What follows belongs to an exercise in optimizing a design on an open flow for small area and a short achievable clock period; a production flow would make more cautious choices.
No functional check of the RTL was part of this run.
No activity file was given, so power comes from the tool's default toggle rates.

### design/flow/config.mk
export PLATFORM = sky130hd
export DESIGN_NAME = link_engine
export DESIGN_NICKNAME = link_engine
export VERILOG_FILES = /design/flow/design.v
export SDC_FILE = /design/flow/constraint.sdc
export NUM_CORES = 4
export LEC_CHECK = 0
export CAP_MARGIN = 20
export CORE_MARGIN = 2
export CORE_UTILIZATION = 40
export SLEW_MARGIN = 20
### design/flow/constraint.sdc
create_clock -name core_clock -period 5.0 [get_ports {clk}]
set_input_delay 1.0000 -clock core_clock [delete_from_list [all_inputs] [get_ports {clk}]]
set_output_delay 1.0000 -clock core_clock [all_outputs]
set_load 0.01 [all_outputs]
### design/flow/design.v
module link_engine (
    input  wire        clk,
    input  wire        role,           
    input  wire        op_valid,
    input  wire [11:0] op,
    output wire        op_ready,
    output reg         rsp_ok,
    output reg  [7:0]  rsp_data,
    output reg         line_req_out,
    output reg         line_dc_out
);
    localparam integer N     = 50;
    localparam [5:0]   EMPTY = 6'h3F;
    localparam [5:0]   LAST  = 6'd49;        
    localparam [2:0] S_IDLE          = 3'd0,
                     S_REQ_SENT      = 3'd1,
                     S_REQ_CONF      = 3'd2,
                     S_REQ_CONF_ACK  = 3'd3,
                     S_READY         = 3'd4,
                     S_DATA_TX       = 3'd5,
                     S_DATA_CONF     = 3'd6,
                     S_DATA_CONF_ACK = 3'd7;
    localparam [1:0] D_NONE = 2'd0,
                     D_1TO2 = 2'd1,
                     D_2TO1 = 2'd2;
    localparam [1:0] C_INIT  = 2'd0,
                     C_SEND  = 2'd1,
                     C_RECV  = 2'd2,
                     C_AVAIL = 2'd3;
    assign op_ready = 1'b1;
    reg [2:0] ls;
    reg [1:0] dir;
    reg [7:0] tx_mem [0:N-1];
    reg [7:0] rx_mem [0:N-1];
    reg [5:0] tx_wr, tx_rd;
    reg [5:0] rx_wr, rx_rd;
    reg [2:0] tx_idx;
    reg [7:0] tx_byte;
    reg [2:0] rx_idx;
    reg [7:0] rx_byte;
    wire [1:0] my_dir   = role ? D_2TO1 : D_1TO2;
    wire [1:0] peer_dir = role ? D_1TO2 : D_2TO1;
    wire tx_empty = (tx_rd == EMPTY);
    wire rx_empty = (rx_rd == EMPTY);
    wire tx_full  = !tx_empty && (tx_wr == tx_rd);
    wire rx_full  = !rx_empty && (rx_wr == rx_rd);
    wire [5:0] tx_wr_next = (tx_wr == LAST) ? 6'd0 : tx_wr + 6'd1;
    wire [5:0] tx_rd_next = (tx_rd == LAST) ? 6'd0 : tx_rd + 6'd1;
    wire [5:0] rx_wr_next = (rx_wr == LAST) ? 6'd0 : rx_wr + 6'd1;
    wire [5:0] rx_rd_next = (rx_rd == LAST) ? 6'd0 : rx_rd + 6'd1;
    wire [7:0] tx_head = tx_mem[tx_rd];
    wire [7:0] rx_head = rx_mem[rx_rd];
    wire tx_pending = (tx_idx != 3'd7) || !tx_empty;
    wire       is_cmd  = op_valid && (op[11:10] == 2'b00);
    wire       is_edge = op_valid && (op[11:10] == 2'b10);
    wire [1:0] cmd     = op[9:8];
    wire       on_dc   = op[9];           
    wire       rising  = op[8];           
    wire       dc_lvl  = op[0];           
    reg [2:0] n_ls;
    reg [1:0] n_dir;
    reg       n_req, n_dc;
    reg [5:0] n_tx_wr, n_tx_rd, n_rx_wr, n_rx_rd;
    reg [2:0] n_tx_idx, n_rx_idx;
    reg [7:0] n_tx_byte, n_rx_byte;
    reg       n_ok;
    reg [7:0] n_data;
    reg       tx_we, rx_we;
    reg       initiate, complete;
    reg       tx_bit;
    reg [2:0] rx_i;
    reg [7:0] rx_b;
    always @* begin
        n_ls      = ls;
        n_dir     = dir;
        n_req     = line_req_out;
        n_dc      = line_dc_out;
        n_tx_wr   = tx_wr;
        n_tx_rd   = tx_rd;
        n_rx_wr   = rx_wr;
        n_rx_rd   = rx_rd;
        n_tx_idx  = tx_idx;
        n_tx_byte = tx_byte;
        n_rx_idx  = rx_idx;
        n_rx_byte = rx_byte;
        n_ok      = 1'b0;
        n_data    = 8'h00;
        tx_we     = 1'b0;
        rx_we     = 1'b0;
        initiate  = 1'b0;
        complete  = 1'b0;
        tx_bit    = 1'b0;
        rx_i      = 3'd0;
        rx_b      = 8'h00;
        if (is_cmd) begin
            case (cmd)
                C_INIT: begin
                    n_tx_rd   = EMPTY;
                    n_tx_wr   = 6'd0;
                    n_rx_rd   = EMPTY;
                    n_rx_wr   = 6'd0;
                    n_ls      = S_IDLE;
                    n_dir     = D_NONE;
                    n_tx_idx  = 3'd7;
                    n_tx_byte = 8'h00;
                    n_rx_idx  = 3'd7;
                    n_rx_byte = 8'h00;
                    n_req     = 1'b1;
                    n_dc      = 1'b1;
                    n_ok      = 1'b1;
                end
                C_SEND: begin
                    if (!tx_full) begin
                        tx_we   = 1'b1;
                        if (tx_empty)
                            n_tx_rd = tx_wr;
                        n_tx_wr = tx_wr_next;
                        n_ok    = 1'b1;
                        if (tx_empty && dir == D_NONE)
                            initiate = 1'b1;
                    end
                end
                C_RECV: begin
                    if (!rx_empty) begin
                        n_ok    = 1'b1;
                        n_data  = rx_head;
                        n_rx_rd = (rx_rd_next == rx_wr) ? EMPTY : rx_rd_next;
                    end
                end
                C_AVAIL: begin
                    n_ok = !rx_empty;
                end
            endcase
        end else if (is_edge) begin
            if (on_dc) begin
                if (dir == my_dir) begin
                    if (ls == S_REQ_SENT && !rising) begin
                        n_ls  = S_REQ_CONF_ACK;
                        n_req = 1'b1;
                    end else if (ls == S_REQ_CONF_ACK && rising) begin
                        if (tx_idx == 3'd7) begin
                            if (!tx_empty) begin
                                n_tx_byte = tx_head;
                                n_tx_idx  = 3'd0;
                                n_tx_rd   = (tx_rd_next == tx_wr) ? EMPTY : tx_rd_next;
                                tx_bit    = tx_head[0];
                            end else begin
                                tx_bit    = 1'b0;
                            end
                        end else begin
                            n_tx_idx = tx_idx + 3'd1;
                            tx_bit   = tx_byte[n_tx_idx];
                        end
                        n_dc  = tx_bit;
                        n_req = 1'b0;
                        n_ls  = S_DATA_TX;
                    end else if (ls == S_DATA_TX && !rising) begin
                        n_ls  = S_DATA_CONF_ACK;
                        n_dc  = 1'b1;
                        n_req = 1'b1;
                    end else if (ls == S_DATA_CONF_ACK && rising) begin
                        complete = 1'b1;
                    end
                end
            end else begin
                if (ls == S_IDLE && dir == D_NONE && !rising) begin
                    n_dir = peer_dir;
                    n_dc  = 1'b0;
                    n_ls  = S_REQ_CONF;
                end else if (role && ls == S_REQ_SENT && dir == my_dir && !rising) begin
                    n_req = 1'b1;
                    n_dir = peer_dir;
                    n_dc  = 1'b0;
                    n_ls  = S_REQ_CONF;
                end else if (dir == peer_dir && ls == S_REQ_CONF && rising) begin
                    n_dc = 1'b1;
                    n_ls = S_READY;
                end else if (dir == peer_dir && ls == S_READY && !rising) begin
                    rx_i     = rx_idx + 3'd1;
                    rx_b     = rx_byte | ({7'd0, dc_lvl} << rx_i);
                    n_rx_idx = rx_i;
                    if (rx_i == 3'd7) begin
                        if (!rx_full) begin
                            rx_we = 1'b1;
                            if (rx_empty)
                                n_rx_rd = rx_wr;
                            n_rx_wr = rx_wr_next;
                        end
                        n_rx_byte = 8'h00;
                    end else begin
                        n_rx_byte = rx_b;
                    end
                    n_dc = 1'b0;
                    n_ls = S_DATA_CONF;
                end else if (dir == peer_dir && ls == S_DATA_CONF && rising) begin
                    n_dc     = 1'b1;
                    complete = 1'b1;
                end
            end
        end
        if (complete) begin
            n_ls  = S_IDLE;
            n_dir = D_NONE;
            if (tx_pending)
                initiate = 1'b1;
        end
        if (initiate && (!role || n_dir == D_NONE)) begin
            n_req = 1'b0;
            n_dir = my_dir;
            n_ls  = S_REQ_SENT;
        end
    end
    always @(posedge clk) begin
        ls           <= n_ls;
        dir          <= n_dir;
        line_req_out <= n_req;
        line_dc_out  <= n_dc;
        tx_wr        <= n_tx_wr;
        tx_rd        <= n_tx_rd;
        rx_wr        <= n_rx_wr;
        rx_rd        <= n_rx_rd;
        tx_idx       <= n_tx_idx;
        tx_byte      <= n_tx_byte;
        rx_idx       <= n_rx_idx;
        rx_byte      <= n_rx_byte;
        rsp_ok       <= n_ok;
        rsp_data     <= n_data;
    end
    always @(posedge clk) begin
        if (tx_we)
            tx_mem[tx_wr] <= op[7:0];
        if (rx_we)
            rx_mem[rx_wr] <= rx_b;
    end
endmodule
### design/flow/run.sh
#!/bin/bash
# synth_recipe.tcl (not shown) runs the flow's synth.tcl, then flattens the netlist and writes it again
# the make line also repeats each setting of config.mk as NAME=value (left out here)
make -C /OpenROAD-flow-scripts/flow DESIGN_CONFIG=/design/flow/config.mk WORK_HOME=/design/flow/orfs CLKGATE_MAP_FILE= SYNTH_SCRIPT=/design/flow/synth_recipe.tcl finish
==> summary.txt <==
## flip-flops by register name (all words and copies together) (netlist names), named ones only
| name | count |
|---|---|
| dir | 2 |
| line_dc_out | 1 |
| line_req_out | 1 |
| ls | 3 |
| rsp_data | 8 |
| rsp_ok | 1 |
| rx_byte | 8 |
| rx_idx | 3 |
| rx_mem | 400 |
| rx_rd | 6 |
| rx_wr | 6 |
| tx_byte | 8 |
| tx_idx | 3 |
| tx_mem | 400 |
| tx_rd | 6 |
| tx_wr | 6 |
## cells in the mapped netlist, types with 16 or more instances
master,n
mux2i_1,46
nor2_1,174
edfxtp_1,847
nand3_1,27
o21ai_0,17
a21oi_1,34
inv_1,16
mux4_2,220
nor3_1,20
clkbuf_1,65
dfxtp_1,27
buf_2,26
nand2_1,58
xnor2_1,23
nor2b_1,18
mux2_2,24
## worst min path at each step
stage                                           end  depth (start not counted)                 startpoint
after floorplan           line_req_out$_SDFFE_PP0P_                          2  line_req_out$_SDFFE_PP0P_
after global placement    line_req_out$_SDFFE_PP0P_                          2  line_req_out$_SDFFE_PP0P_
after detailed placement  line_req_out$_SDFFE_PP0P_                          2  line_req_out$_SDFFE_PP0P_
after CTS                 line_req_out$_SDFFE_PP0P_                          2  line_req_out$_SDFFE_PP0P_
after global routing      line_req_out$_SDFFE_PP0P_                          2  line_req_out$_SDFFE_PP0P_
final                     line_req_out$_SDFFE_PP0P_                          2  line_req_out$_SDFFE_PP0P_
## layer usage
layer  part of all wire  GRT usage  up-vias
li1                   -          -     7679
met2               0.47      0.277      696
met5                  0          0        -
met3              0.071     0.0356      120
met1               0.44      0.259     9403
met4              0.020     0.0480        0
## power by group through the flow
stage	Clock (mW)	Sequential, mW	Combinational, mW
3_3_place_gp	0	8.20	0.279
6_report	6.71	8.05	0.288
4_1_cts	6.86	8.04	0.288
2_1_floorplan	0	8.16	0.201
5_1_grt	7.12	8.05	0.316
3_5_place_dp	0	8.20	0.288
## critical path, delay by kind of cell
family | cells | cell delay [ns]
compound gates | 1 | 0.47
simple gates | 5 | 2.20
buf+inv | 1 | 0.55
## cell type report
class / count / share of cell area
repair buffers: 77 / 0.0190
flip-flops and latches: 874 / 0.646
multi-input cells: 858 / 0.223
clock inverters: 56 / 0.0154
well taps: 1165 / 0.0362
clock buffers: 106 / 0.0582
inverters: 17 / 0.00159
## through the flow
stage | setup slack, ns | utilization | hold slack [ns] | instance area [µm²] | std cells
2_1_floorplan | 1.00 | - | 0.518 | 35400 | 1855
3_3_place_gp | 0.531 | 0.423 | 0.493 | 37300 | 2991
3_5_place_dp | 0.372 | 0.423 | 0.522 | 37300 | 2991
4_1_cts | 1.05 | 0.457 | 0.532 | 40200 | 3153
5_1_grt | 0.849 | 0.457 | 0.572 | 40200 | 3153
6_report | 1.03 | 0.457 | 0.529 | 40200 | 3153
## cell families after synthesis
| kind of cell | synth area share |
|---|---|
| flip-flops | 0.733 |
| AO/OA/AOI/OAI | 0.0294 |
| other | 0.000106 |
| XOR/XNOR | 0.00717 |
| adder cells (fa/ha/maj) | 0.00424 |
| AND/OR/NAND/NOR | 0.0505 |
| buffers and inverters | 0.0147 |
| multiplexers | 0.161 |
==> summary.txt <==
- IO Port Bufs: 25
- Critical path class: input port to flop
- Gpl congestion: 0.831
- Share of the synthesized area in the top cell type: 0.718
- Initial Util: 0.402
- Total gr overflow: 0
- Die X: 302 µm
- Post-CTS setup buffers: 0
- Post-DP HPWL: 49,600 µm
- Slew Limit Fails: 0
- Clock Pin Slew Worst Setup and Hold Paths: approximately 0.060 ns
- Root Buffer: clkbuf_16
- Switching share of power: 0.198
- Area Overhead vs Synth: 13.6%
- CTS H-Tree Depth: 3
- Hold Crit Class: flop to flop
- CP endpoint kind: flop
- Main synth FF type: edfxtp_1
- Crit path capture: rx_mem[3][6]$_DFFE_PP_
- Drt drc: 0
- Synth area leader: edfxtp_1
- RSZ-0062 raised after global routing: no
- Endpoints failing setup: 0
- R2r endpoint: tx_mem[40][4]$_DFFE_PP_
- R2R cell count: 7
- Total CTS buffers: a little under 90
- Gate power share: 0.019
- CP arrival: ~4.2 ns
- Most frequent cells in the layout: edfxtp_1 (847), mux4_2 (220), nor2_1 (166)
- Most common cell after layout, fill and taps aside: edfxtp_1
- Dominant cells by area after synthesis: edfxtp_1 (72%), mux4_2 (14%), nor2_1 (1.8%), dfxtp_1 (1.5%), mux2i_1 (1.3%)
- CTS sink count: 874
- Pwr Total: between 15 and 20 mW
- Switching power: 2.97 mW
- Die ar.: around 90,000 µm²
- Clock power frac: 0.446
- Via density: 5.68
- Antenna-violating nets left: 0
- Vias in the first global route: 17,919
- Max Buffers Root-to-Sink: 3
- Hold buffers post-CTS: 0
- Seq pwr share: 0.535
- YS warnings: 1
- Clock Latency Late Sink: 0.66 ns
- Crit path from: role
- Register area share after synthesis: 0.733
- Fill count: 7,404
- Leak: 13.6 nW
- Crit path cell chain: clkdlybuf4s50_1, or3b_1, a2111o_1, or3_1, nor3_4, nand3_2, nor2_1
- Register bit count reported by yosys: 874
- Internal Power: 12.1 mW
- Fin crit share: 0.794
- Crit-path max FO: 9
- Top-level port count: 27
- Max Fclk: approximately 250 MHz
- Largest net degree at the start of global routing: 66
- TNS Setup: 0 ns
- Initial antenna violation count: 0
- Post-synth EDFFs: ~850
- Std cell rows: 109
- Global-route usage over all layers: 0.179
- Crit path time final: about 4.0 ns
- R2R setup slack: 1.31 ns
- Drt wl/cell: 25.5 µm
- Final nets: 1,943
- Chip height: 302 µm
- Maximum vdd ir drop: 0.000312 V
- Via count: 17,898
- Power per Cell Area: 374 nW/µm²
- CORE AREA: 88,100 µm²
- Origin of the critical flop-to-flop path: tx_rd[0]$_DFFE_PN_
- TritonCTS clock tree: yes
- Post-synthesis cell count: approximately 1,900
- Ys async rst share: 0
- Clk_skew: 0.0288 ns
- Netlist cell types: 78
- Crit path launch type: input port
- Avg Inst Size Synth: 19.1 µm²
- Layout cell share with drive strength beyond 1: 0.237
- Gates resized, CTS repair: 0
- Reg area: 26,000 µm²
- Worst EP required: between 5 and 6 ns
- Worst-margin pin slew: 1.07 ns
- Final Hold Viols: 0
- Crit path largest cell delay: approximately 0.64 ns
- Synthesized area: 35,400 µm²
- Area occupied by multi-input gates: approximately 9000 µm²
- First-pass GRT wire length: 120,000 µm
- Maxcap violations: 0
- Routed WL: 80,500 µm
- First DRT Iteration DRCs: 1,951
- Drt pass-1 iters: 6
- Relative slew margins: 0.286
- Status: finished clean
- Slowest CP cell: nor2_1
- Synthesized Nets: 1,882
- # diodes: 0

-- what the ideal ports hide --
No port has a modelled driver above. Below, the same layout with a new extraction and two added sets of constraints.
Step 1: set_driving_cell puts a clkbuf_16 on clk and a buf_2 on each other input, an assumption about the parent block.
Step 2 moves the port delays by t, midway between the first and last clock arrival at a register: inputs arrive t later, outputs are due t later. That takes back most of the time a late clock gives input paths.
Three values: ideal, step 1, step 2; two values: the first two.
t, ns: 0.696
setup WS [ns]: 1.030 / 1.061 / 0.366
worst setup path after step 2: input to register
latest minus earliest clock arrival (ns): 0.032 / 0.033
worst register clock-pin slew, ns: 0.07 / 0.07
After both steps setup and hold are still met in this run. The setup slack of this run moves by +0.031 ns with the drivers and by -0.664 ns with both steps.
